Context: an optimization exercise on an open-source flow, tuned for small area. The choices shown serve that exercise and are no tape-out recipe.
The RTL was checked by simulation tests, not by an equivalence proof against the original design.
No activity file was given, so power comes from the tool's default toggle rates.

--- flow/run.sh ---
#!/bin/bash
set -e
export BUFFER_PORTS_ARGS="-buffer_cell sky130_fd_sc_hd__buf_1"
bash standard.sh > standard.log 2>&1
--- constraint.sdc ---
create_clock -name core_clock -period 10.0 [get_ports {clk}]
set_input_delay 2.0000 -clock core_clock [delete_from_list [all_inputs] [get_ports {clk}]]
set_output_delay 2.0000 -clock core_clock [all_outputs]
set_load 0.01 [all_outputs]
--- design.v ---
module command_segments (
    input  wire [7:0]  pc,
    input  wire [2:0]  dens,
    output wire [50:0] o
);
    command_rom u_rom (.pc0(pc[0]), .pc1(pc[1]), .pc2(pc[2]), .pc3(pc[3]), .pc4(pc[4]), .pc5(pc[5]), .pc6(pc[6]), .pc7(pc[7]), .dn0(dens[0]), .dn1(dens[1]), .dn2(dens[2]), .m(o[0]), .d(o[1]), .we(o[2]), .sp0(o[3]), .sp1(o[4]), .off0(o[5]), .off1(o[6]), .off2(o[7]), .off3(o[8]), .off4(o[9]), .off5(o[10]), .off6(o[11]), .off7(o[12]), .off8(o[13]), .dat0(o[14]), .dat1(o[15]), .dat2(o[16]), .dat3(o[17]), .dat4(o[18]), .dat5(o[19]), .dat6(o[20]), .dat7(o[21]), .dat8(o[22]), .dat9(o[23]), .dat10(o[24]), .dat11(o[25]), .dat12(o[26]), .dat13(o[27]), .dat14(o[28]), .dat15(o[29]), .dat16(o[30]), .dat17(o[31]), .dat18(o[32]), .dat19(o[33]), .dat20(o[34]), .dat21(o[35]), .dat22(o[36]), .dat23(o[37]), .dat24(o[38]), .dat25(o[39]), .dat26(o[40]), .dat27(o[41]), .dat28(o[42]), .dat29(o[43]), .dat30(o[44]), .dat31(o[45]), .rs0(o[46]), .rmw(o[47]), .eval(o[48]), .fin(o[49]), .l0(o[50]));
endmodule
module command_rom ( 
    pc0, pc1, pc2, pc3, pc4, pc5, pc6, pc7, dn0, dn1, dn2,
    m, d, we, sp0, sp1, off0, off1, off2, off3, off4, off5, off6, off7,
    off8, dat0, dat1, dat2, dat3, dat4, dat5, dat6, dat7, dat8, dat9,
    dat10, dat11, dat12, dat13, dat14, dat15, dat16, dat17, dat18, dat19,
    dat20, dat21, dat22, dat23, dat24, dat25, dat26, dat27, dat28, dat29,
    dat30, dat31, rs0, rmw, eval, fin, l0  );
  input  pc0, pc1, pc2, pc3, pc4, pc5, pc6, pc7, dn0, dn1, dn2;
  output m, d, we, sp0, sp1, off0, off1, off2, off3, off4, off5, off6, off7,
    off8, dat0, dat1, dat2, dat3, dat4, dat5, dat6, dat7, dat8, dat9,
    dat10, dat11, dat12, dat13, dat14, dat15, dat16, dat17, dat18, dat19,
    dat20, dat21, dat22, dat23, dat24, dat25, dat26, dat27, dat28, dat29,
    dat30, dat31, rs0, rmw, eval, fin, l0;
  wire new_n64, new_n65, new_n66, new_n67, new_n68, new_n69, new_n70,
    new_n71, new_n72, new_n73, new_n74, new_n75, new_n76, new_n77, new_n78,
    new_n79, new_n80, new_n81, new_n82, new_n83, new_n84, new_n85, new_n86,
    new_n87, new_n88, new_n89, new_n90, new_n91, new_n92, new_n93, new_n94,
    new_n95, new_n96, new_n97, new_n98, new_n99, new_n100, new_n101,
    new_n103, new_n104, new_n105, new_n106, new_n107, new_n108, new_n109,
    new_n110, new_n111, new_n112, new_n113, new_n114, new_n115, new_n116,
    new_n117, new_n119, new_n120, new_n121, new_n122, new_n123, new_n124,
    new_n126, new_n127, new_n128, new_n129, new_n130, new_n131, new_n132,
    new_n133, new_n134, new_n135, new_n136, new_n137, new_n138, new_n139,
    new_n140, new_n141, new_n142, new_n143, new_n144, new_n145, new_n146,
    new_n147, new_n148, new_n149, new_n150, new_n151, new_n152, new_n153,
    new_n154, new_n156, new_n157, new_n158, new_n159, new_n160, new_n161,
    new_n162, new_n163, new_n164, new_n165, new_n166, new_n167, new_n168,
    new_n169, new_n170, new_n171, new_n172, new_n173, new_n175, new_n176,
    new_n177, new_n178, new_n180, new_n181, new_n182, new_n183, new_n184,
    new_n185, new_n186, new_n187, new_n188, new_n189, new_n190, new_n191,
    new_n192, new_n193, new_n194, new_n195, new_n196, new_n197, new_n198,
    new_n199, new_n200, new_n201, new_n202, new_n203, new_n204, new_n205,
    new_n206, new_n207, new_n208, new_n209, new_n210, new_n211, new_n212,
    new_n213, new_n214, new_n215, new_n216, new_n217, new_n218, new_n219,
    new_n220, new_n221, new_n223, new_n224, new_n225, new_n226, new_n227,
    new_n228, new_n229, new_n230, new_n231, new_n232, new_n233, new_n234,
    new_n235, new_n236, new_n237, new_n238, new_n239, new_n240, new_n241,
    new_n242, new_n243, new_n244, new_n245, new_n246, new_n247, new_n248,
    new_n249, new_n250, new_n251, new_n252, new_n253, new_n254, new_n255,
    new_n256, new_n257, new_n258, new_n259, new_n260, new_n261, new_n262,
    new_n263, new_n264, new_n265, new_n266, new_n267, new_n268, new_n269,
    new_n270, new_n271, new_n272, new_n273, new_n274, new_n275, new_n276,
    new_n278, new_n279, new_n280, new_n281, new_n282, new_n283, new_n284,
    new_n285, new_n286, new_n287, new_n288, new_n289, new_n290, new_n291,
    new_n292, new_n293, new_n294, new_n295, new_n296, new_n297, new_n298,
    new_n299, new_n300, new_n301, new_n303, new_n304, new_n305, new_n306,
    new_n307, new_n308, new_n309, new_n310, new_n311, new_n312, new_n313,
    new_n314, new_n315, new_n316, new_n317, new_n318, new_n319, new_n320,
    new_n321, new_n322, new_n323, new_n324, new_n325, new_n326, new_n327,
    new_n329, new_n330, new_n331, new_n332, new_n333, new_n334, new_n335,
    new_n336, new_n337, new_n338, new_n339, new_n340, new_n341, new_n342,
    new_n343, new_n344, new_n345, new_n346, new_n347, new_n348, new_n349,
    new_n350, new_n351, new_n353, new_n354, new_n355, new_n356, new_n357,
    new_n358, new_n359, new_n360, new_n361, new_n362, new_n363, new_n365,
    new_n366, new_n367, new_n368, new_n369, new_n370, new_n371, new_n372,
    new_n373, new_n374, new_n375, new_n376, new_n377, new_n378, new_n379,
    new_n380, new_n381, new_n382, new_n383, new_n384, new_n385, new_n388,
    new_n389, new_n390, new_n391, new_n392, new_n393, new_n394, new_n395,
    new_n396, new_n397, new_n398, new_n399, new_n400, new_n402, new_n403,
    new_n404, new_n405, new_n406, new_n407, new_n408, new_n409, new_n410,
    new_n412, new_n413, new_n414, new_n415, new_n416, new_n417, new_n418,
    new_n419, new_n420, new_n421, new_n422, new_n423, new_n424, new_n425,
    new_n426, new_n427, new_n428, new_n429, new_n430, new_n431, new_n432,
    new_n433, new_n434, new_n435, new_n436, new_n437, new_n438, new_n439,
    new_n440, new_n441, new_n442, new_n443, new_n444, new_n445, new_n446,
    new_n447, new_n448, new_n449, new_n450, new_n451, new_n452, new_n453,
    new_n454, new_n455, new_n456, new_n457, new_n458, new_n459, new_n460,
    new_n461, new_n462, new_n463, new_n464, new_n465, new_n466, new_n467,
    new_n468, new_n469, new_n470, new_n472, new_n473, new_n474, new_n475,
    new_n476, new_n477, new_n478, new_n479, new_n480, new_n481, new_n482,
    new_n483, new_n484, new_n485, new_n486, new_n487, new_n488, new_n489,
    new_n490, new_n491, new_n492, new_n493, new_n494, new_n495, new_n496,
    new_n497, new_n498, new_n499, new_n500, new_n501, new_n502, new_n503,
    new_n504, new_n505, new_n506, new_n507, new_n508, new_n509, new_n510,
    new_n511, new_n512, new_n513, new_n514, new_n515, new_n516, new_n517,
    new_n518, new_n519, new_n520, new_n521, new_n522, new_n523, new_n524,
    new_n526, new_n527, new_n528, new_n529, new_n530, new_n531, new_n532,
    new_n533, new_n534, new_n535, new_n536, new_n537, new_n538, new_n539,
    new_n540, new_n541, new_n542, new_n543, new_n544, new_n545, new_n546,
    new_n547, new_n548, new_n549, new_n550, new_n551, new_n552, new_n553,
    new_n554, new_n555, new_n556, new_n557, new_n558, new_n559, new_n560,
    new_n561, new_n563, new_n564, new_n565, new_n566, new_n567, new_n568,
    new_n569, new_n570, new_n571, new_n572, new_n573, new_n574, new_n575,
    new_n576, new_n577, new_n578, new_n579, new_n580, new_n581, new_n582,
    new_n583, new_n584, new_n586, new_n587, new_n588, new_n589, new_n590,
    new_n591, new_n592, new_n593, new_n594, new_n595, new_n596, new_n597,
    new_n598, new_n599, new_n600, new_n601, new_n602, new_n604, new_n605,
    new_n606, new_n607, new_n608, new_n610, new_n611, new_n612, new_n613,
    new_n614, new_n615, new_n616, new_n617, new_n618, new_n619, new_n620,
    new_n621, new_n622, new_n623, new_n624, new_n626, new_n627, new_n628,
    new_n629, new_n630, new_n631, new_n632, new_n633, new_n634, new_n635,
    new_n636, new_n637, new_n638, new_n639, new_n641, new_n642, new_n643,
    new_n644, new_n645, new_n646, new_n647, new_n648, new_n649, new_n650,
    new_n652, new_n653, new_n655, new_n656, new_n657, new_n658, new_n659,
    new_n660, new_n661, new_n662, new_n663, new_n664, new_n665, new_n666,
    new_n667, new_n668, new_n669, new_n670, new_n671, new_n672, new_n673,
    new_n675, new_n676, new_n677, new_n678, new_n679, new_n680, new_n681,
    new_n682, new_n683, new_n684, new_n685, new_n686, new_n687, new_n688,
    new_n689, new_n690, new_n692, new_n693, new_n694, new_n695, new_n696,
    new_n698, new_n699, new_n700, new_n701, new_n703, new_n704, new_n705,
    new_n706, new_n707, new_n708, new_n709, new_n712, new_n714, new_n715,
    new_n716, new_n717, new_n718, new_n719, new_n720, new_n721, new_n722,
    new_n723, new_n724, new_n725, new_n726, new_n727, new_n728, new_n729,
    new_n730, new_n731, new_n733, new_n734, new_n735, new_n736, new_n737,
    new_n738, new_n739, new_n740, new_n742, new_n743, new_n745, new_n746,
    new_n747, new_n748, new_n749, new_n751, new_n752, new_n753, new_n754,
    new_n756, new_n757, new_n758, new_n759, new_n760, new_n762, new_n763,
    new_n765, new_n766, new_n767, new_n768, new_n769, new_n770, new_n771,
    new_n772, new_n773, new_n775, new_n776, new_n777, new_n778, new_n779,
    new_n780, new_n782;
  assign new_n64 = pc1 & pc2;
  assign new_n65 = ~pc0 & ~pc3;
  assign new_n66 = ~new_n64 & new_n65;
  assign new_n67 = pc4 & pc6;
  assign new_n68 = pc0 & pc1;
  assign new_n69 = ~new_n67 & ~new_n68;
  assign new_n70 = ~new_n66 & ~new_n69;
  assign new_n71 = ~pc0 & ~pc1;
  assign new_n72 = ~pc1 & ~pc3;
  assign new_n73 = ~new_n71 & ~new_n72;
  assign new_n74 = ~pc1 & pc3;
  assign new_n75 = ~pc2 & new_n74;
  assign new_n76 = pc2 & ~pc3;
  assign new_n77 = ~pc0 & pc1;
  assign new_n78 = new_n76 & ~new_n77;
  assign new_n79 = ~new_n71 & ~new_n78;
  assign new_n80 = ~new_n75 & new_n79;
  assign new_n81 = new_n73 & ~new_n80;
  assign new_n82 = new_n70 & ~new_n81;
  assign new_n83 = ~pc2 & pc3;
  assign new_n84 = ~pc0 & new_n83;
  assign new_n85 = pc5 & pc6;
  assign new_n86 = pc1 & ~pc2;
  assign new_n87 = new_n85 & new_n86;
  assign new_n88 = new_n84 & new_n87;
  assign new_n89 = pc0 & ~pc2;
  assign new_n90 = ~pc5 & ~pc6;
  assign new_n91 = ~pc3 & ~pc4;
  assign new_n92 = new_n90 & new_n91;
  assign new_n93 = ~pc7 & new_n92;
  assign new_n94 = new_n89 & new_n93;
  assign new_n95 = ~new_n88 & ~new_n94;
  assign new_n96 = pc5 & new_n67;
  assign new_n97 = ~pc0 & new_n85;
  assign new_n98 = pc2 & pc3;
  assign new_n99 = new_n97 & new_n98;
  assign new_n100 = ~new_n96 & ~new_n99;
  assign new_n101 = new_n95 & new_n100;
  assign d = ~new_n82 & ~new_n101;
  assign new_n103 = ~dn0 & ~dn1;
  assign new_n104 = ~dn2 & new_n103;
  assign new_n105 = ~pc5 & new_n104;
  assign new_n106 = ~new_n68 & new_n98;
  assign new_n107 = ~pc1 & ~new_n104;
  assign new_n108 = new_n106 & ~new_n107;
  assign new_n109 = ~new_n105 & new_n108;
  assign new_n110 = ~d & ~new_n109;
  assign new_n111 = ~new_n85 & ~new_n90;
  assign new_n112 = pc4 & ~new_n111;
  assign new_n113 = pc0 & ~pc4;
  assign new_n114 = ~pc5 & new_n113;
  assign new_n115 = ~new_n97 & ~new_n114;
  assign new_n116 = ~new_n112 & new_n115;
  assign new_n117 = ~pc7 & ~new_n116;
  assign m = new_n110 | ~new_n117;
  assign new_n119 = ~pc1 & pc2;
  assign new_n120 = ~new_n86 & ~new_n119;
  assign new_n121 = pc3 & ~new_n120;
  assign new_n122 = new_n96 & new_n121;
  assign new_n123 = new_n89 & new_n92;
  assign new_n124 = pc1 & new_n123;
  assign we = ~new_n122 & ~new_n124;
  assign new_n126 = pc1 & pc3;
  assign new_n127 = ~pc1 & new_n76;
  assign new_n128 = pc4 & ~new_n86;
  assign new_n129 = ~new_n127 & new_n128;
  assign new_n130 = ~new_n126 & ~new_n129;
  assign new_n131 = pc2 & pc4;
  assign new_n132 = new_n126 & new_n131;
  assign new_n133 = new_n85 & ~new_n132;
  assign new_n134 = ~new_n130 & new_n133;
  assign new_n135 = ~pc0 & ~pc4;
  assign new_n136 = new_n90 & new_n135;
  assign new_n137 = ~new_n85 & ~new_n136;
  assign new_n138 = new_n72 & ~new_n137;
  assign new_n139 = pc4 & pc5;
  assign new_n140 = ~pc6 & new_n139;
  assign new_n141 = new_n68 & new_n140;
  assign new_n142 = ~new_n138 & ~new_n141;
  assign new_n143 = pc2 & ~new_n142;
  assign new_n144 = pc5 & new_n86;
  assign new_n145 = ~pc3 & pc6;
  assign new_n146 = ~new_n144 & ~new_n145;
  assign new_n147 = ~pc0 & pc4;
  assign new_n148 = ~new_n85 & new_n147;
  assign new_n149 = ~new_n146 & new_n148;
  assign new_n150 = ~new_n123 & ~new_n149;
  assign new_n151 = ~pc4 & pc6;
  assign new_n152 = ~pc5 & new_n151;
  assign new_n153 = ~pc2 & ~pc3;
  assign new_n154 = new_n152 & new_n153;
  assign dat13 = new_n71 & new_n154;
  assign new_n156 = pc6 & new_n71;
  assign new_n157 = pc3 & pc5;
  assign new_n158 = new_n120 & new_n157;
  assign new_n159 = ~new_n156 & new_n158;
  assign new_n160 = ~dat13 & ~new_n159;
  assign new_n161 = new_n150 & new_n160;
  assign new_n162 = ~new_n143 & new_n161;
  assign new_n163 = pc3 & new_n64;
  assign new_n164 = ~new_n91 & ~new_n163;
  assign new_n165 = ~pc0 & pc7;
  assign new_n166 = ~new_n164 & new_n165;
  assign new_n167 = ~new_n67 & new_n68;
  assign new_n168 = pc4 & ~pc5;
  assign new_n169 = new_n98 & new_n168;
  assign new_n170 = new_n167 & new_n169;
  assign new_n171 = new_n90 & ~new_n170;
  assign new_n172 = ~new_n166 & new_n171;
  assign new_n173 = new_n162 & new_n172;
  assign sp0 = new_n134 | new_n173;
  assign new_n175 = pc2 & ~new_n71;
  assign new_n176 = ~pc4 & new_n85;
  assign new_n177 = new_n126 & new_n176;
  assign new_n178 = ~new_n93 & ~new_n177;
  assign sp1 = ~new_n175 & ~new_n178;
  assign new_n180 = ~pc2 & pc5;
  assign new_n181 = ~pc3 & pc4;
  assign new_n182 = pc5 & new_n72;
  assign new_n183 = ~new_n181 & ~new_n182;
  assign new_n184 = ~new_n180 & ~new_n183;
  assign new_n185 = ~new_n75 & ~new_n184;
  assign new_n186 = ~pc6 & ~new_n185;
  assign new_n187 = pc4 & new_n86;
  assign new_n188 = ~pc5 & new_n76;
  assign new_n189 = ~new_n87 & ~new_n188;
  assign new_n190 = ~pc2 & ~pc6;
  assign new_n191 = ~pc5 & new_n190;
  assign new_n192 = new_n189 & ~new_n191;
  assign new_n193 = new_n187 & new_n192;
  assign new_n194 = ~pc4 & ~pc6;
  assign new_n195 = new_n163 & new_n194;
  assign new_n196 = ~pc5 & new_n195;
  assign new_n197 = pc3 & new_n176;
  assign new_n198 = ~new_n87 & ~new_n197;
  assign new_n199 = ~new_n196 & new_n198;
  assign new_n200 = we & new_n199;
  assign new_n201 = ~new_n193 & new_n200;
  assign new_n202 = ~new_n186 & new_n201;
  assign new_n203 = ~pc0 & ~new_n202;
  assign new_n204 = ~pc1 & pc6;
  assign new_n205 = pc4 & new_n204;
  assign new_n206 = pc0 & ~new_n205;
  assign new_n207 = pc5 & ~pc6;
  assign new_n208 = ~new_n76 & new_n207;
  assign new_n209 = ~new_n119 & ~new_n188;
  assign new_n210 = ~new_n208 & new_n209;
  assign new_n211 = new_n206 & ~new_n210;
  assign new_n212 = new_n202 & new_n211;
  assign new_n213 = ~new_n76 & new_n205;
  assign new_n214 = new_n127 & new_n151;
  assign new_n215 = pc2 & ~pc6;
  assign new_n216 = pc3 & ~new_n215;
  assign new_n217 = new_n68 & new_n216;
  assign new_n218 = ~new_n214 & ~new_n217;
  assign new_n219 = ~new_n213 & new_n218;
  assign new_n220 = ~pc5 & ~new_n219;
  assign new_n221 = ~new_n212 & ~new_n220;
  assign off0 = new_n203 | ~new_n221;
  assign new_n223 = ~pc0 & new_n152;
  assign new_n224 = ~pc2 & ~new_n223;
  assign new_n225 = ~new_n134 & new_n224;
  assign new_n226 = ~new_n77 & new_n176;
  assign new_n227 = pc1 & ~pc6;
  assign new_n228 = ~new_n168 & new_n227;
  assign new_n229 = new_n68 & ~new_n90;
  assign new_n230 = new_n228 & ~new_n229;
  assign new_n231 = pc2 & ~new_n230;
  assign new_n232 = ~new_n226 & new_n231;
  assign new_n233 = ~pc3 & ~new_n232;
  assign new_n234 = ~new_n225 & new_n233;
  assign new_n235 = pc2 & ~pc5;
  assign new_n236 = pc0 & ~pc1;
  assign new_n237 = ~new_n235 & ~new_n236;
  assign new_n238 = ~pc1 & ~pc5;
  assign new_n239 = ~new_n151 & ~new_n238;
  assign new_n240 = new_n216 & new_n239;
  assign new_n241 = ~new_n237 & new_n240;
  assign new_n242 = ~pc5 & pc6;
  assign new_n243 = new_n76 & new_n242;
  assign new_n244 = new_n147 & new_n243;
  assign new_n245 = ~pc4 & new_n207;
  assign new_n246 = new_n163 & new_n245;
  assign new_n247 = ~new_n244 & ~new_n246;
  assign new_n248 = pc0 & new_n168;
  assign new_n249 = pc6 & new_n86;
  assign new_n250 = new_n248 & new_n249;
  assign new_n251 = new_n247 & ~new_n250;
  assign new_n252 = ~new_n241 & new_n251;
  assign new_n253 = ~new_n234 & new_n252;
  assign new_n254 = new_n68 & new_n90;
  assign new_n255 = ~new_n91 & new_n254;
  assign new_n256 = ~new_n83 & ~new_n255;
  assign new_n257 = ~pc4 & new_n156;
  assign new_n258 = ~pc4 & pc5;
  assign new_n259 = new_n228 & ~new_n258;
  assign new_n260 = pc3 & ~new_n259;
  assign new_n261 = ~new_n257 & new_n260;
  assign new_n262 = ~new_n256 & ~new_n261;
  assign new_n263 = ~new_n140 & ~new_n242;
  assign new_n264 = new_n76 & ~new_n263;
  assign new_n265 = ~new_n169 & ~new_n264;
  assign new_n266 = new_n236 & ~new_n265;
  assign new_n267 = pc0 & ~pc3;
  assign new_n268 = new_n204 & new_n267;
  assign new_n269 = new_n258 & new_n268;
  assign new_n270 = pc4 & ~pc6;
  assign new_n271 = new_n238 & new_n270;
  assign new_n272 = ~new_n87 & ~new_n271;
  assign new_n273 = ~pc0 & ~new_n272;
  assign new_n274 = ~new_n269 & ~new_n273;
  assign new_n275 = ~new_n266 & new_n274;
  assign new_n276 = ~new_n262 & new_n275;
  assign off1 = ~new_n253 | ~new_n276;
  assign new_n278 = new_n68 & new_n145;
  assign new_n279 = new_n253 & new_n278;
  assign new_n280 = pc1 & new_n242;
  assign new_n281 = pc3 & pc4;
  assign new_n282 = ~new_n91 & ~new_n281;
  assign new_n283 = new_n280 & ~new_n282;
  assign new_n284 = ~new_n245 & ~new_n283;
  assign new_n285 = ~new_n86 & ~new_n284;
  assign new_n286 = ~pc1 & pc4;
  assign new_n287 = pc3 & new_n119;
  assign new_n288 = ~new_n111 & new_n287;
  assign new_n289 = pc3 & new_n89;
  assign new_n290 = new_n90 & new_n236;
  assign new_n291 = ~new_n289 & ~new_n290;
  assign new_n292 = ~new_n288 & new_n291;
  assign new_n293 = ~pc5 & new_n74;
  assign new_n294 = new_n292 & new_n293;
  assign new_n295 = new_n83 & new_n90;
  assign new_n296 = ~new_n294 & ~new_n295;
  assign new_n297 = ~new_n286 & ~new_n296;
  assign new_n298 = ~new_n285 & ~new_n297;
  assign new_n299 = pc4 & ~new_n292;
  assign new_n300 = new_n162 & ~new_n299;
  assign new_n301 = new_n298 & new_n300;
  assign off2 = new_n279 | ~new_n301;
  assign new_n303 = ~new_n80 & new_n85;
  assign new_n304 = ~pc7 & ~new_n154;
  assign new_n305 = ~new_n71 & ~new_n304;
  assign new_n306 = new_n139 & new_n153;
  assign new_n307 = ~new_n70 & new_n306;
  assign new_n308 = ~new_n305 & ~new_n307;
  assign new_n309 = ~new_n303 & new_n308;
  assign new_n310 = pc2 & ~new_n65;
  assign new_n311 = ~new_n67 & ~new_n194;
  assign new_n312 = ~new_n310 & ~new_n311;
  assign new_n313 = pc4 & new_n289;
  assign new_n314 = ~new_n312 & ~new_n313;
  assign new_n315 = pc1 & pc5;
  assign new_n316 = ~new_n314 & new_n315;
  assign new_n317 = ~pc0 & pc3;
  assign new_n318 = new_n67 & ~new_n317;
  assign new_n319 = ~pc2 & new_n318;
  assign new_n320 = ~new_n120 & new_n168;
  assign new_n321 = ~new_n319 & new_n320;
  assign new_n322 = new_n238 & new_n318;
  assign new_n323 = new_n127 & new_n258;
  assign new_n324 = ~new_n288 & ~new_n323;
  assign new_n325 = ~new_n322 & new_n324;
  assign new_n326 = ~new_n321 & new_n325;
  assign new_n327 = ~new_n316 & new_n326;
  assign off3 = ~new_n309 | ~new_n327;
  assign new_n329 = new_n72 & new_n85;
  assign new_n330 = off1 & new_n329;
  assign new_n331 = ~new_n74 & ~new_n89;
  assign new_n332 = ~new_n134 & new_n331;
  assign new_n333 = new_n67 & ~new_n332;
  assign new_n334 = new_n157 & new_n194;
  assign new_n335 = new_n68 & new_n245;
  assign new_n336 = ~new_n334 & ~new_n335;
  assign new_n337 = ~new_n333 & new_n336;
  assign new_n338 = new_n153 & ~new_n272;
  assign new_n339 = new_n337 & new_n338;
  assign new_n340 = ~new_n153 & ~new_n337;
  assign new_n341 = new_n204 & new_n248;
  assign new_n342 = ~pc1 & pc7;
  assign new_n343 = ~new_n195 & ~new_n342;
  assign new_n344 = ~new_n341 & new_n343;
  assign new_n345 = ~pc6 & new_n168;
  assign new_n346 = ~new_n152 & ~new_n345;
  assign new_n347 = new_n121 & ~new_n346;
  assign new_n348 = ~new_n307 & ~new_n347;
  assign new_n349 = new_n344 & new_n348;
  assign new_n350 = ~new_n340 & new_n349;
  assign new_n351 = ~new_n339 & new_n350;
  assign off4 = new_n330 | ~new_n351;
  assign new_n353 = ~pc1 & new_n301;
  assign new_n354 = pc1 & new_n65;
  assign new_n355 = ~pc5 & new_n354;
  assign new_n356 = new_n67 & ~new_n250;
  assign new_n357 = ~new_n355 & new_n356;
  assign new_n358 = ~new_n353 & new_n357;
  assign new_n359 = new_n130 & new_n345;
  assign new_n360 = new_n98 & new_n207;
  assign new_n361 = ~new_n154 & ~new_n360;
  assign new_n362 = ~new_n359 & new_n361;
  assign new_n363 = new_n309 & new_n362;
  assign off5 = new_n358 | ~new_n363;
  assign new_n365 = ~pc5 & new_n163;
  assign new_n366 = pc1 & ~pc3;
  assign new_n367 = ~new_n190 & new_n366;
  assign new_n368 = ~new_n281 & ~new_n367;
  assign new_n369 = pc2 & ~new_n270;
  assign new_n370 = ~new_n280 & ~new_n369;
  assign new_n371 = ~new_n368 & new_n370;
  assign new_n372 = ~new_n365 & new_n371;
  assign new_n373 = new_n116 & new_n268;
  assign new_n374 = new_n85 & new_n119;
  assign new_n375 = ~new_n342 & ~new_n374;
  assign new_n376 = ~new_n154 & new_n375;
  assign new_n377 = ~new_n98 & new_n139;
  assign new_n378 = ~pc2 & ~new_n68;
  assign new_n379 = new_n377 & ~new_n378;
  assign new_n380 = ~pc4 & new_n98;
  assign new_n381 = pc6 & new_n77;
  assign new_n382 = new_n380 & new_n381;
  assign new_n383 = ~new_n379 & ~new_n382;
  assign new_n384 = new_n376 & new_n383;
  assign new_n385 = ~new_n373 & new_n384;
  assign off6 = new_n372 | ~new_n385;
  assign fin = pc1 & pc7;
  assign new_n388 = pc3 & ~new_n135;
  assign new_n389 = ~new_n248 & ~new_n388;
  assign new_n390 = new_n64 & ~new_n389;
  assign new_n391 = ~pc1 & ~new_n98;
  assign new_n392 = ~pc4 & ~pc5;
  assign new_n393 = ~new_n157 & ~new_n392;
  assign new_n394 = new_n391 & new_n393;
  assign new_n395 = new_n113 & new_n144;
  assign new_n396 = ~new_n147 & new_n153;
  assign new_n397 = pc6 & ~new_n396;
  assign new_n398 = ~new_n395 & new_n397;
  assign new_n399 = ~new_n394 & new_n398;
  assign new_n400 = ~new_n390 & new_n399;
  assign off7 = fin | new_n400;
  assign new_n402 = ~new_n156 & ~new_n167;
  assign new_n403 = new_n98 & ~new_n402;
  assign new_n404 = new_n392 & ~new_n403;
  assign new_n405 = ~pc0 & ~pc2;
  assign new_n406 = new_n121 & ~new_n405;
  assign new_n407 = pc6 & ~new_n377;
  assign new_n408 = ~new_n406 & new_n407;
  assign new_n409 = ~new_n134 & new_n408;
  assign new_n410 = ~new_n404 & new_n409;
  assign off8 = pc7 | new_n410;
  assign new_n412 = ~new_n104 & new_n317;
  assign new_n413 = new_n140 & new_n153;
  assign new_n414 = ~new_n104 & new_n413;
  assign new_n415 = ~new_n295 & ~new_n414;
  assign new_n416 = pc1 & ~new_n145;
  assign new_n417 = ~new_n189 & new_n416;
  assign new_n418 = new_n415 & ~new_n417;
  assign new_n419 = pc0 & ~new_n418;
  assign new_n420 = pc2 & new_n67;
  assign new_n421 = new_n238 & new_n420;
  assign new_n422 = new_n204 & new_n392;
  assign new_n423 = ~pc2 & new_n422;
  assign new_n424 = ~new_n421 & ~new_n423;
  assign new_n425 = pc0 & ~new_n104;
  assign new_n426 = ~new_n77 & ~new_n425;
  assign new_n427 = pc2 & ~new_n267;
  assign new_n428 = new_n245 & new_n427;
  assign new_n429 = ~new_n426 & new_n428;
  assign new_n430 = new_n424 & ~new_n429;
  assign new_n431 = ~new_n419 & new_n430;
  assign new_n432 = ~new_n412 & ~new_n431;
  assign new_n433 = ~new_n168 & new_n229;
  assign new_n434 = ~new_n90 & ~new_n238;
  assign new_n435 = ~new_n68 & ~new_n113;
  assign new_n436 = ~new_n434 & new_n435;
  assign new_n437 = ~new_n433 & ~new_n436;
  assign new_n438 = new_n98 & ~new_n437;
  assign new_n439 = dn0 & dn1;
  assign new_n440 = ~new_n103 & ~new_n439;
  assign new_n441 = pc0 & new_n440;
  assign new_n442 = new_n103 & new_n119;
  assign new_n443 = ~new_n86 & new_n91;
  assign new_n444 = ~new_n236 & new_n242;
  assign new_n445 = new_n443 & new_n444;
  assign new_n446 = ~new_n442 & new_n445;
  assign new_n447 = ~new_n441 & new_n446;
  assign new_n448 = new_n78 & new_n140;
  assign new_n449 = new_n75 & new_n270;
  assign new_n450 = ~new_n448 & ~new_n449;
  assign new_n451 = new_n104 & ~new_n450;
  assign new_n452 = ~new_n447 & ~new_n451;
  assign new_n453 = ~new_n438 & new_n452;
  assign new_n454 = new_n153 & new_n227;
  assign new_n455 = ~new_n74 & ~new_n454;
  assign new_n456 = pc4 & ~new_n455;
  assign new_n457 = ~new_n420 & ~new_n456;
  assign new_n458 = new_n354 & ~new_n457;
  assign new_n459 = ~pc0 & new_n270;
  assign new_n460 = new_n74 & ~new_n104;
  assign new_n461 = new_n459 & new_n460;
  assign new_n462 = new_n98 & new_n139;
  assign new_n463 = new_n190 & new_n392;
  assign new_n464 = ~new_n462 & ~new_n463;
  assign new_n465 = pc1 & ~new_n464;
  assign new_n466 = ~pc7 & ~new_n250;
  assign new_n467 = ~new_n465 & new_n466;
  assign new_n468 = ~new_n461 & new_n467;
  assign new_n469 = ~new_n458 & new_n468;
  assign new_n470 = new_n453 & new_n469;
  assign dat0 = new_n432 | ~new_n470;
  assign new_n472 = new_n76 & new_n77;
  assign new_n473 = new_n68 & new_n157;
  assign new_n474 = ~new_n287 & ~new_n473;
  assign new_n475 = ~new_n472 & new_n474;
  assign new_n476 = new_n194 & ~new_n425;
  assign new_n477 = ~new_n475 & new_n476;
  assign new_n478 = new_n413 & ~new_n426;
  assign new_n479 = new_n87 & new_n289;
  assign new_n480 = pc1 & ~new_n147;
  assign new_n481 = ~pc5 & new_n83;
  assign new_n482 = ~new_n270 & new_n481;
  assign new_n483 = ~new_n480 & new_n482;
  assign new_n484 = ~new_n479 & ~new_n483;
  assign new_n485 = ~new_n478 & new_n484;
  assign new_n486 = ~new_n477 & new_n485;
  assign new_n487 = new_n152 & new_n403;
  assign new_n488 = pc1 & new_n487;
  assign new_n489 = ~new_n104 & ~new_n236;
  assign new_n490 = ~new_n120 & new_n489;
  assign new_n491 = ~new_n317 & ~new_n490;
  assign new_n492 = new_n140 & ~new_n491;
  assign new_n493 = pc0 & new_n163;
  assign new_n494 = new_n207 & new_n493;
  assign new_n495 = pc1 & new_n99;
  assign new_n496 = ~new_n421 & ~new_n495;
  assign new_n497 = ~new_n494 & new_n496;
  assign new_n498 = ~new_n492 & new_n497;
  assign new_n499 = ~new_n488 & new_n498;
  assign new_n500 = new_n486 & new_n499;
  assign new_n501 = ~new_n67 & ~new_n181;
  assign new_n502 = ~new_n275 & ~new_n501;
  assign new_n503 = ~pc1 & ~dn2;
  assign new_n504 = ~pc0 & new_n76;
  assign new_n505 = ~new_n503 & new_n504;
  assign new_n506 = ~new_n76 & ~new_n83;
  assign new_n507 = new_n71 & ~new_n506;
  assign new_n508 = ~new_n505 & new_n507;
  assign new_n509 = ~pc1 & ~new_n508;
  assign new_n510 = new_n243 & ~new_n509;
  assign new_n511 = new_n188 & new_n433;
  assign new_n512 = ~dn2 & ~new_n440;
  assign new_n513 = new_n511 & new_n512;
  assign new_n514 = new_n510 & ~new_n513;
  assign new_n515 = new_n181 & new_n242;
  assign new_n516 = new_n68 & new_n515;
  assign new_n517 = ~new_n514 & ~new_n516;
  assign new_n518 = pc2 & new_n194;
  assign new_n519 = ~new_n456 & ~new_n518;
  assign new_n520 = ~pc5 & ~new_n519;
  assign new_n521 = new_n424 & ~new_n520;
  assign new_n522 = pc0 & ~new_n521;
  assign new_n523 = new_n517 & ~new_n522;
  assign new_n524 = ~new_n502 & new_n523;
  assign dat1 = ~new_n500 | ~new_n524;
  assign new_n526 = new_n168 & ~new_n484;
  assign new_n527 = new_n71 & new_n360;
  assign new_n528 = ~pc4 & new_n104;
  assign new_n529 = new_n527 & new_n528;
  assign new_n530 = ~new_n526 & ~new_n529;
  assign new_n531 = new_n187 & ~new_n415;
  assign new_n532 = new_n83 & new_n335;
  assign new_n533 = ~new_n104 & new_n532;
  assign new_n534 = ~pc4 & ~new_n533;
  assign new_n535 = new_n111 & new_n366;
  assign new_n536 = ~new_n293 & ~new_n329;
  assign new_n537 = ~new_n535 & new_n536;
  assign new_n538 = ~pc0 & ~new_n537;
  assign new_n539 = ~new_n104 & new_n527;
  assign new_n540 = pc5 & new_n289;
  assign new_n541 = ~new_n539 & ~new_n540;
  assign new_n542 = ~new_n538 & new_n541;
  assign new_n543 = ~new_n534 & ~new_n542;
  assign new_n544 = ~new_n531 & ~new_n543;
  assign new_n545 = new_n530 & new_n544;
  assign new_n546 = ~pc4 & new_n510;
  assign new_n547 = new_n77 & new_n334;
  assign new_n548 = ~new_n451 & ~new_n547;
  assign new_n549 = pc2 & ~new_n548;
  assign new_n550 = ~new_n546 & ~new_n549;
  assign new_n551 = ~new_n83 & ~new_n131;
  assign new_n552 = new_n204 & ~new_n551;
  assign new_n553 = ~new_n472 & ~new_n552;
  assign new_n554 = ~pc5 & ~new_n553;
  assign new_n555 = ~new_n207 & new_n403;
  assign new_n556 = ~new_n144 & new_n181;
  assign new_n557 = new_n206 & new_n556;
  assign new_n558 = ~new_n555 & ~new_n557;
  assign new_n559 = ~new_n554 & new_n558;
  assign new_n560 = ~new_n414 & ~new_n559;
  assign new_n561 = new_n550 & ~new_n560;
  assign dat2 = ~new_n545 | ~new_n561;
  assign new_n563 = ~new_n421 & ~new_n488;
  assign new_n564 = new_n90 & new_n106;
  assign new_n565 = new_n68 & new_n190;
  assign new_n566 = ~new_n564 & ~new_n565;
  assign new_n567 = pc5 & ~new_n91;
  assign new_n568 = new_n104 & new_n567;
  assign new_n569 = ~new_n392 & ~new_n568;
  assign new_n570 = ~new_n566 & ~new_n569;
  assign new_n571 = new_n242 & new_n505;
  assign new_n572 = ~new_n76 & ~new_n238;
  assign new_n573 = new_n459 & ~new_n572;
  assign new_n574 = ~new_n516 & ~new_n573;
  assign new_n575 = ~new_n539 & new_n574;
  assign new_n576 = ~new_n571 & new_n575;
  assign new_n577 = ~new_n570 & new_n576;
  assign new_n578 = new_n204 & ~new_n489;
  assign new_n579 = ~new_n147 & ~new_n578;
  assign new_n580 = ~new_n454 & ~new_n481;
  assign new_n581 = ~new_n579 & ~new_n580;
  assign new_n582 = new_n95 & ~new_n529;
  assign new_n583 = ~new_n581 & new_n582;
  assign new_n584 = new_n577 & new_n583;
  assign dat3 = ~new_n563 | ~new_n584;
  assign new_n586 = ~pc2 & new_n71;
  assign new_n587 = ~pc3 & new_n245;
  assign new_n588 = new_n586 & new_n587;
  assign new_n589 = new_n73 & new_n180;
  assign new_n590 = ~new_n68 & ~new_n71;
  assign new_n591 = ~pc3 & ~new_n235;
  assign new_n592 = ~new_n590 & new_n591;
  assign new_n593 = ~new_n589 & ~new_n592;
  assign new_n594 = new_n67 & ~new_n593;
  assign new_n595 = ~new_n487 & ~new_n594;
  assign new_n596 = ~pc3 & new_n180;
  assign new_n597 = pc0 & ~new_n596;
  assign new_n598 = ~new_n595 & new_n597;
  assign new_n599 = ~new_n588 & ~new_n598;
  assign new_n600 = ~new_n228 & ~new_n422;
  assign new_n601 = ~pc0 & ~new_n414;
  assign new_n602 = ~new_n600 & ~new_n601;
  assign dat30 = new_n71 & new_n462;
  assign new_n604 = new_n104 & dat30;
  assign new_n605 = new_n154 & new_n236;
  assign new_n606 = new_n207 & ~new_n286;
  assign new_n607 = new_n504 & new_n606;
  assign new_n608 = ~new_n605 & ~new_n607;
  assign dat22 = new_n604 | ~new_n608;
  assign new_n610 = ~new_n602 & ~dat22;
  assign new_n611 = pc2 & ~new_n600;
  assign new_n612 = ~new_n267 & ~new_n611;
  assign new_n613 = ~new_n610 & new_n612;
  assign new_n614 = ~dn2 & new_n442;
  assign new_n615 = ~new_n74 & ~new_n380;
  assign new_n616 = ~new_n614 & new_n615;
  assign new_n617 = ~pc0 & new_n90;
  assign new_n618 = ~new_n616 & new_n617;
  assign new_n619 = new_n496 & ~new_n618;
  assign new_n620 = new_n147 & ~new_n192;
  assign new_n621 = ~pc4 & new_n539;
  assign new_n622 = ~new_n620 & ~new_n621;
  assign new_n623 = new_n619 & new_n622;
  assign new_n624 = ~new_n613 & new_n623;
  assign dat4 = ~new_n599 | ~new_n624;
  assign new_n626 = ~new_n99 & ~new_n594;
  assign new_n627 = new_n246 & new_n425;
  assign new_n628 = ~new_n588 & ~new_n627;
  assign new_n629 = ~new_n621 & new_n628;
  assign new_n630 = new_n626 & new_n629;
  assign new_n631 = new_n76 & ~new_n104;
  assign new_n632 = ~new_n84 & ~new_n631;
  assign new_n633 = ~pc1 & ~new_n632;
  assign new_n634 = new_n136 & new_n633;
  assign new_n635 = new_n454 & new_n568;
  assign new_n636 = ~pc0 & new_n635;
  assign new_n637 = ~new_n94 & ~new_n636;
  assign new_n638 = ~new_n634 & new_n637;
  assign new_n639 = new_n630 & new_n638;
  assign dat5 = ~new_n563 | ~new_n639;
  assign new_n641 = pc1 & new_n307;
  assign new_n642 = ~d & new_n641;
  assign new_n643 = ~pc1 & d;
  assign new_n644 = ~pc5 & new_n65;
  assign new_n645 = ~new_n74 & ~new_n644;
  assign new_n646 = new_n420 & ~new_n645;
  assign new_n647 = new_n628 & ~new_n646;
  assign new_n648 = new_n582 & new_n647;
  assign new_n649 = ~new_n598 & new_n648;
  assign new_n650 = ~new_n643 & new_n649;
  assign dat6 = new_n642 | ~new_n650;
  assign new_n652 = ~new_n247 & new_n426;
  assign new_n653 = new_n95 & ~new_n652;
  assign dat7 = ~new_n599 | ~new_n653;
  assign new_n655 = new_n120 & ~new_n631;
  assign new_n656 = new_n267 & ~new_n655;
  assign new_n657 = ~new_n75 & ~new_n656;
  assign new_n658 = new_n140 & ~new_n657;
  assign new_n659 = pc1 & ~new_n414;
  assign new_n660 = new_n658 & new_n659;
  assign new_n661 = ~new_n163 & ~new_n633;
  assign new_n662 = new_n140 & ~new_n661;
  assign new_n663 = new_n93 & new_n236;
  assign new_n664 = ~new_n447 & ~new_n663;
  assign new_n665 = ~dn2 & ~new_n439;
  assign new_n666 = new_n84 & new_n152;
  assign new_n667 = ~pc1 & new_n666;
  assign new_n668 = new_n665 & new_n667;
  assign new_n669 = new_n77 & new_n414;
  assign new_n670 = ~new_n668 & ~new_n669;
  assign new_n671 = new_n664 & new_n670;
  assign new_n672 = ~new_n598 & new_n671;
  assign new_n673 = ~new_n662 & new_n672;
  assign dat8 = new_n660 | ~new_n673;
  assign new_n675 = new_n77 & ~new_n569;
  assign new_n676 = ~new_n298 & new_n675;
  assign new_n677 = ~new_n131 & ~new_n517;
  assign new_n678 = ~new_n107 & ~new_n236;
  assign new_n679 = ~new_n425 & ~new_n678;
  assign new_n680 = new_n76 & new_n679;
  assign new_n681 = ~new_n84 & ~new_n493;
  assign new_n682 = ~new_n680 & new_n681;
  assign new_n683 = new_n140 & ~new_n682;
  assign new_n684 = ~pc3 & new_n141;
  assign new_n685 = ~new_n104 & new_n684;
  assign new_n686 = ~new_n666 & ~new_n685;
  assign new_n687 = ~new_n488 & new_n686;
  assign new_n688 = new_n637 & new_n687;
  assign new_n689 = ~new_n683 & new_n688;
  assign new_n690 = ~new_n677 & new_n689;
  assign dat9 = new_n676 | ~new_n690;
  assign new_n692 = ~new_n121 & new_n140;
  assign new_n693 = ~new_n120 & new_n590;
  assign new_n694 = new_n692 & new_n693;
  assign new_n695 = ~new_n635 & ~new_n666;
  assign new_n696 = ~new_n694 & new_n695;
  assign dat10 = ~new_n550 | ~new_n696;
  assign new_n698 = ~pc2 & ~new_n665;
  assign new_n699 = new_n223 & ~new_n698;
  assign new_n700 = ~new_n684 & ~new_n699;
  assign new_n701 = new_n331 & ~new_n505;
  assign dat11 = ~new_n700 & ~new_n701;
  assign new_n703 = ~dat13 & ~new_n487;
  assign new_n704 = pc2 & new_n516;
  assign new_n705 = new_n515 & ~new_n704;
  assign new_n706 = new_n140 & new_n472;
  assign new_n707 = ~new_n170 & ~new_n706;
  assign new_n708 = new_n104 & ~new_n707;
  assign new_n709 = ~new_n705 & ~new_n708;
  assign dat12 = ~new_n703 | ~new_n709;
  assign dat14 = dat13 | new_n706;
  assign new_n712 = new_n77 & new_n462;
  assign dat15 = dat13 | new_n712;
  assign new_n714 = ~dn1 & new_n76;
  assign new_n715 = pc0 & ~dn2;
  assign new_n716 = new_n714 & new_n715;
  assign new_n717 = ~dn0 & new_n716;
  assign new_n718 = ~new_n508 & ~new_n717;
  assign new_n719 = ~new_n181 & ~new_n263;
  assign new_n720 = ~new_n569 & new_n719;
  assign new_n721 = ~new_n718 & new_n720;
  assign new_n722 = ~new_n539 & ~new_n721;
  assign new_n723 = new_n245 & new_n367;
  assign new_n724 = ~new_n72 & ~new_n163;
  assign new_n725 = new_n140 & ~new_n724;
  assign new_n726 = ~new_n723 & ~new_n725;
  assign new_n727 = ~new_n601 & ~new_n726;
  assign new_n728 = new_n532 & ~new_n665;
  assign new_n729 = new_n439 & new_n511;
  assign new_n730 = ~new_n728 & ~new_n729;
  assign new_n731 = ~new_n727 & new_n730;
  assign dat16 = ~new_n722 | ~new_n731;
  assign new_n733 = ~pc4 & ~new_n722;
  assign new_n734 = new_n440 & new_n532;
  assign new_n735 = ~new_n511 & ~new_n734;
  assign new_n736 = ~new_n733 & new_n735;
  assign new_n737 = ~new_n533 & new_n736;
  assign new_n738 = ~new_n513 & ~new_n737;
  assign new_n739 = ~new_n538 & new_n692;
  assign new_n740 = ~new_n419 & new_n739;
  assign dat17 = new_n738 | new_n740;
  assign new_n742 = new_n89 & ~new_n726;
  assign new_n743 = ~new_n170 & ~new_n742;
  assign dat18 = ~new_n736 | ~new_n743;
  assign new_n745 = ~new_n527 & ~new_n667;
  assign new_n746 = new_n141 & new_n153;
  assign new_n747 = new_n422 & new_n714;
  assign new_n748 = ~new_n425 & new_n747;
  assign new_n749 = ~new_n746 & ~new_n748;
  assign dat19 = ~new_n745 | ~new_n749;
  assign new_n751 = ~new_n440 & new_n532;
  assign new_n752 = new_n508 & new_n747;
  assign new_n753 = ~new_n539 & ~new_n706;
  assign new_n754 = ~new_n752 & new_n753;
  assign dat20 = new_n751 | ~new_n754;
  assign new_n756 = new_n462 & new_n679;
  assign new_n757 = new_n335 & ~new_n506;
  assign new_n758 = ~new_n698 & new_n757;
  assign new_n759 = ~new_n704 & ~new_n758;
  assign new_n760 = ~new_n756 & new_n759;
  assign dat21 = ~new_n530 | ~new_n760;
  assign new_n762 = new_n462 & new_n590;
  assign new_n763 = new_n113 & new_n454;
  assign dat23 = new_n762 | new_n763;
  assign new_n765 = new_n152 & new_n716;
  assign new_n766 = new_n67 & new_n406;
  assign new_n767 = ~new_n765 & ~new_n766;
  assign new_n768 = dn0 & new_n64;
  assign new_n769 = ~new_n767 & ~new_n768;
  assign new_n770 = new_n586 & new_n720;
  assign new_n771 = ~new_n170 & ~new_n729;
  assign new_n772 = ~new_n770 & new_n771;
  assign new_n773 = ~new_n769 & new_n772;
  assign dat24 = new_n660 | ~new_n773;
  assign new_n775 = ~new_n665 & new_n768;
  assign new_n776 = ~dat13 & ~new_n666;
  assign new_n777 = ~new_n511 & new_n776;
  assign new_n778 = new_n767 & new_n777;
  assign new_n779 = ~new_n775 & ~new_n778;
  assign new_n780 = ~new_n658 & ~new_n712;
  assign dat25 = new_n779 | ~new_n780;
  assign new_n782 = ~new_n631 & new_n684;
  assign dat26 = ~new_n778 | new_n782;
  assign dat27 = new_n667 | new_n769;
  assign dat31 = new_n154 & new_n590;
  assign rs0 = ~pc6 | new_n405;
  assign rmw = new_n127 & new_n136;
  assign eval = new_n97 & new_n132;
  assign l0 = ~new_n332 & new_n504;
  assign dat28 = 1'b0;
  assign dat29 = 1'b0;
endmodule
module phy_training_engine (
    input  wire        clk,
    input  wire        ld_s0,
    input  wire        ld_w,
    input  wire [31:0] rdata,
    output reg  [31:0] s0,
    output wire        pred
);
    reg [4:0]  win;
    wire [16:0] b, bh;
    wire [15:0] d, dh;
    assign b[0]  = 1'b0;
    assign bh[0] = 1'b0;
    genvar i;
    generate
        for (i = 0; i < 16; i = i + 1) begin : g_b
            assign d[i]    = rdata[i] ^ s0[i] ^ b[i];
            assign b[i+1]  = (~rdata[i] & s0[i]) | (~(rdata[i] ^ s0[i]) & b[i]);
            assign dh[i]   = rdata[16+i] ^ s0[16+i] ^ bh[i];
            assign bh[i+1] = (~rdata[16+i] & s0[16+i]) | (~(rdata[16+i] ^ s0[16+i]) & bh[i]);
        end
    endgenerate
    wire h_zero = ~|dh[15:1] & ~bh[16];             
    wire h_ones = &dh & bh[16];                     
    wire hz = ~|d[15:3] & h_zero & (b[16] ? dh[0] : ~dh[0]);
    wire ho = &d[15:3] & (b[16] ? (h_zero & ~dh[0]) : h_ones);
    wire in_pos = hz && (d[2:0] <= 3'd4);
    wire in_neg = ho && d[2];
    wire signed [3:0] off = {ho, d[2:0]};
    wire [4:0] ok;
    genvar k;
    generate
        for (k = 0; k < 5; k = k + 1) begin : g_w
            assign ok[k] = (in_pos | in_neg) && (off >= k - 4) && (off <= k);
        end
    endgenerate
    always @(posedge clk) begin
        if (ld_s0) begin
            s0  <= rdata;
            win <= 5'b11111;
        end else if (ld_w) begin
            win <= win & ok;
        end
    end
    assign pred = !s0[7] && (|win);
endmodule
module ddr_controller_init_fsm (
    input  wire        clk,
    input  wire        rst,
    input  wire        start,
    input  wire [2:0]  density,
    output wire        busy,
    output wire        done,
    output wire        converged,
    output wire        err,
    output wire [3:0]  err_code,
    output wire [6:0]  attempts,
    output wire [31:0] status,
    output wire        m_req,
    output wire        m_we,
    output wire [31:0] m_addr,
    output wire [31:0] m_wdata,
    input  wire [31:0] m_rdata,
    input  wire        m_ack,
    output wire        d_req,
    output wire [31:0] d_ns,
    input  wire        d_done
);
    localparam [7:0] PC_ST = 8'd0;
    localparam [7:0] PC_L0 = PC_ST + 8'd118, PC_P0 = PC_ST + 8'd127;
    reg        busy_r, done_r, err_r, conv_r;
    reg  [2:0] dens;
    reg  [6:0] attempt;
    reg  [7:0] pc;
    wire [50:0] o;
    command_segments u_seg (.pc(pc), .dens(dens), .o(o));
    wire        c_m   = o[0];
    wire        c_d   = o[1];
    wire        c_we  = o[2];
    wire [1:0]  c_sp  = o[4:3];
    wire [8:0]  c_off = o[13:5];
    wire [31:0] c_data = o[45:14];
    wire        c_rs0 = o[46];
    wire        c_rmw = o[47];
    wire        c_eval = o[48];
    wire        c_fin = o[49];
    wire        c_l0  = o[50];
    wire        xfer_m = m_req & m_ack;
    wire        xfer   = xfer_m | (d_req & d_done) | (busy_r & ~c_m & ~c_d);
    wire        pred;
    wire [31:0] s0;
    phy_training_engine u_trn (
        .clk(clk),
        .ld_s0(xfer_m & c_rs0),
        .ld_w (xfer_m & ~c_rs0),
        .rdata(m_rdata),
        .s0(s0),
        .pred(pred)
    );
    wire [7:0] pc_inc;
    wire [6:0] att_inc;
    genvar gi;
    generate
        for (gi = 0; gi < 8; gi = gi + 1) begin : g_pci
            if (gi == 0) begin : g0
                assign pc_inc[gi] = ~pc[gi];
            end else begin : gn
                assign pc_inc[gi] = pc[gi] ^ (&pc[gi-1:0]);
            end
        end
        for (gi = 0; gi < 7; gi = gi + 1) begin : g_ati
            if (gi == 0) begin : g0
                assign att_inc[gi] = ~attempt[gi];
            end else begin : gn
                assign att_inc[gi] = attempt[gi] ^ (&attempt[gi-1:0]);
            end
        end
    endgenerate
    wire eval_exit = pred | (attempt == 7'd100);
    always @(posedge clk) begin
        if (rst) begin
            busy_r  <= 1'b0;
            done_r  <= 1'b0;
            err_r   <= 1'b0;
            conv_r  <= 1'b0;
            dens    <= 3'd0;
            attempt <= 7'd0;
        end else if (!busy_r) begin
            if (start && !done_r && !err_r) begin
                dens <= density;
                pc   <= PC_ST;
                if (density > 3'd4) err_r  <= 1'b1;
                else                busy_r <= 1'b1;
            end
        end else if (xfer) begin
            if (c_l0) attempt <= att_inc;
            if (c_eval) begin
                conv_r <= pred;
                pc     <= eval_exit ? PC_P0 : PC_L0;
            end else if (c_fin) begin
                busy_r <= 1'b0;
                done_r <= 1'b1;
            end else begin
                pc <= pc_inc;
            end
        end
    end
    assign m_req   = busy_r & c_m;
    assign d_req   = busy_r & c_d;
    assign m_we    = c_we;
    assign m_addr  = {6'b010000, c_sp, 13'd0, c_off, 2'b00};
    assign m_wdata = c_data | ({s0[31:6], 2'b00, s0[3:0]} & {32{c_rmw}});
    assign d_ns    = c_data;
    assign busy      = busy_r;
    assign done      = done_r;
    assign converged = conv_r;
    assign err       = err_r;
    assign err_code  = {3'b000, err_r};
    assign attempts  = attempt;
    assign status    = {8'd0, 3'b000, err_r, 1'b0, dens, done_r, 1'b0, done_r, 1'b0,
                        1'b0, attempt, err_r, conv_r, done_r, busy_r};
endmodule
--- standard.sh ---
#!/bin/bash
# synth_recipe.tcl (not shown) runs the flow's synth.tcl, then flattens the netlist and writes it again
# the make line also repeats each setting of config.mk as NAME=value (left out here)
make -C /OpenROAD-flow-scripts/flow DESIGN_CONFIG=/design/flow/config.mk WORK_HOME=/design/flow/orfs CLKGATE_MAP_FILE= SYNTH_SCRIPT=/design/flow/synth_recipe.tcl "${@:-finish}"
--- config.mk ---
export PLATFORM = sky130hd
export DESIGN_NAME = ddr_controller_init_fsm
export DESIGN_NICKNAME = ddr_controller_init_fsm
export VERILOG_FILES = /design/flow/design.v
export SDC_FILE = /design/flow/constraint.sdc
export NUM_CORES = 4
export LEC_CHECK = 0
export CAP_MARGIN = 20
export CORE_MARGIN = 2
export CORE_UTILIZATION = 40
export CTS_BUF_LIST = sky130_fd_sc_hd__clkbuf_8
export CTS_CLUSTER_DIAMETER = 100
export CTS_CLUSTER_SIZE = 30
export SLEW_MARGIN = 20
==> impl_results.md <==
* Status: finished clean
* RSZ-0062 raised after global routing: no
* Worst Setup End Kind: flip-flop
* CP arrival at about 9900 ps
* Register area share after synthesis at between 20% and 30%
* Total setup buffers inserted after CTS at 0
* CTS tree: yes
* Area Growth Syn to Fin at 3.77%
* Hold WC Path Type: flip-flop to flip-flop
* CTS Buf Count at 9
* CTS Sinks at a little under 60
* Leak at approximately 3.1 nW
* Power Density at about 110 nW/um^2
* Top FF cell, synth: edfxtp_1
* Core ar. at between 15,000 and 20,000 sq um
* Initial DRT Pass Iterations at 6
* Max_cap viols at 0
* Worst Min Path Start: u_trn.win[4]
* Full die area at between 15,000 and 20,000 sq um
* Post-DRT Antenna Nets at 0
* Required time of the critical path at 10,300 ps
* Post-synthesis register bit count at 59
* I/O pins at 186
* Most instantiated cells after synthesis: 102 x buf_4, 69 x nand2_1, 61 x inv_1
* Horiz. Die Dim at 141 microns
* Clock latency on the worst-skew pair at 380 ps
* Worst r2r dst: u_trn.win[3]
* R2R Path Start: u_trn.s0[16]
* Post-route DRC violation count at 0
* Synth top area share at between 10% and 20%
* Fraction of registers with async set/reset at 0%
* Largest net degree at the start of global routing at 50
* N_diodes at 0
* Placer Congestion at around 1.1
* Clk buf depth at 2
* Gr usage total at a little under a third
* Netlist cell types at 84
* Overall Power at 873 uW
* Nets at around 1,100
* Critical path type: input port to flip-flop
* Yosys warns at 2
* R2R setup slack at 1840 ps
* Max-slew violation count at 0
* Clock root cell: clkbuf_8
* Avg Cell Area, Syn at between 8 and 9 sq um
* Fmax at about 0.10 GHz
* Dpl hpwl at ~23,000 microns
* Detailed-route wire length at approximately 31,000 microns
* Synth top area cells: edfxtp_1 16%, buf_4 10%, fa_1 8.0%
* Hold-fix buffers, CTS at 0
* Global-route wire length before repair at between 40,000 and 50,000 microns
* H-tree depth at 3
* Fin. Hold Viols at 0
* Mapped Cells at just over 900
* Post-synth top area cell: edfxtp_1
* Initial core utilization at between 40% and 50%
* Cell Rows at 49
* Post-CTS sizing at 0
* Number of fill cells at 1,932
* Vias in the first global route at between 7,000 and 8,000
* Worst vdd ir at about 70 uV
* WHS Path Cells at 2
* Global route overflow at 0
* Tmin final at between 9000 and 10,000 ps
* Die height at ~140 microns
* Clk slew on worst S/H paths at approximately 70 ps
* Reg2reg path depth at 24
* Slew HR at between 30% and 40%
* Mapped cell area at between 7000 and 8000 sq um
* Hold endpoint: u_trn.win[4]
* Hold WS at between 400 and 500 ps
* Maximum fanout along the worst path at 4
* Clock Skews at about 22 ps
* Post-synth EDFFs at 40
* Setup violators final at 0
* Vias/cell at 6.37
* Type of origin of the critical path: input port
* Via count at ~7,800
* Drt wl/cell at 25.3 microns
* I/O Buffers at 144
* Slew at the pin with the worst max-slew slack at between 1000 and 1500 ps
* Share of layout cells above drive strength 1 at under 10%
* First DRT Iteration DRCs at between 900 and 1,000
* Tcrit/Tclk final at between 90 and 100%
* Antenna violations before repair at 0
* Most common cell in the netlist: buf_4
* Setup TNS at 0 ps
## how the worst max path moves through the flow
stage	from	cells after the start	endpoint	slack [ps]
after global routing	m_rdata[16]	26	u_trn.win[3]	180
after global placement	m_rdata[16]	26	u_trn.win[3]	280
after detailed placement	m_rdata[16]	26	u_trn.win[3]	100
after floorplan	m_rdata[16]	24	u_trn.win[1]	530
final	m_rdata[16]	26	u_trn.win[3]	440
after CTS	m_rdata[16]	26	u_trn.win[3]	510
## critical path, stage by stage
cell and delay (ps):
buf_1 90, inv_1 60, ha_1 130, inv_1 50, fa_1 370, fa_1 400, fa_1 420, fa_1 410
fa_1 430, fa_1 410, fa_1 400, fa_1 390, fa_1 390, fa_1 380, fa_1 380, fa_1 400
fa_1 400, fa_1 390, fa_1 470, nor4_1 280, and4_1 250, nand3b_1 80, a2111oi_1 410, buf_4 200
a31oi_1 80, o211ai_1 160
## cells by family (layout without fill, tap and decap cells)
logic type | Yosys count | after routing | synth area share (%)
mux | 4 | 4 | 0.553
flops | 59 | 59 | 21.2
buf+inv | 223 | 241 | 16.8
fa+ha+maj | 63 | 63 | 13.6
simple gates | 318 | 318 | 23.0
compound gates | 258 | 258 | 24.2
xor+xnor | 5 | 5 | 0.587
other cells | 2 | 41 | 0.101
## final cells by class
class | instances | area [sq um] | area share [%]
sequential | 59 | 1580 | 20.4
multi-input combinational | 689 | 4770 | 61.7
clock buffer | 9 | 124 | 1.60
clock inverter | 7 | 61.3 | 0.792
inverter | 63 | 236 | 3.05
timing repair buffer | 162 | 679 | 8.77
tap | 229 | 287 | 3.70
## cell usage in the layout, fill, tap and decap left out, types with 6 or more instances in the layout
cell	count
a211oi_1	10
a21o_1	29
a21oi_1	39
a31oi_1	17
and2_1	10
and3_1	9
buf_1	144
buf_4	17
clkbuf_8	9
conb_1	41
dfxtp_1	19
edfxtp_1	40
fa_1	30
ha_1	33
inv_1	63
nand2_1	69
nand2b_1	25
nand3_1	37
nand3b_1	7
nand4_1	25
nor2_1	48
nor2b_1	25
nor3_1	15
nor4_1	10
o2111ai_1	7
o211ai_1	16
o21a_1	7
o21ai_0	52
o21ai_1	6
o221ai_1	6
o22ai_1	10
o31ai_1	8
or4_1	8
## registers in the layout, indices dropped and copies added, names as in the netlist
register   flops
conv_r         1
done_r         1
u_trn.win      5
busy_r         1
attempt        7
err_r          1
pc             8
u_trn.s0      32
dens           3
## power by group
group          switching [mW]  total (mW)  internal, mW  leakage [nW]
clock                   0.105       0.217         0.112        0.0953
combinational           0.242       0.355         0.113          2.50
sequential             0.0187       0.301         0.282         0.525
total                   0.366       0.873         0.507          3.12
## through the flow
step / cell area [sq um] / std cells / utilization, % / setup WS, ps
after global placement: 7550 / 1201 / 41.6 / 283
after CTS: 7740 / 1218 / 42.7 / 514
after detailed placement: 7560 / 1202 / 41.7 / 96.4
after floorplan: 7610 / 971 / - / 533
final: 7740 / 1218 / 42.7 / 441
after global routing: 7740 / 1218 / 42.7 / 178
## routing by layer
layer,up-vias,track usage (%),part of all wire [%]
met4,0,12.8,4.4
met3,106,7.61,12
met5,-,0,0
met1,3713,43.2,40
li1,3339,-,-
met2,598,45.0,43

-- separate check: timing with driven ports --
The results above use ideal ports. As a check the final layout listed here was re-extracted and re-timed, cells and wires unchanged. Step 1: set_driving_cell puts a clkbuf_16 on clk and a buf_2 on each other input, an assumption about the parent block. Step 2 also shifts input and output timing later by t, the mid clock arrival at the registers, as if the neighbouring blocks saw the same clock. Three values: ideal ports, drivers, drivers and shift; two values: the first two.
t (ns): 0.402
setup WS [ns]: 0.441 / 0.455 / 0.053
worst register clock-pin slew, ns: 0.08 / 0.08
After both steps setup and hold are still met in this run. The setup slack of this run moves by +0.014 ns with the drivers and by -0.388 ns with both steps.
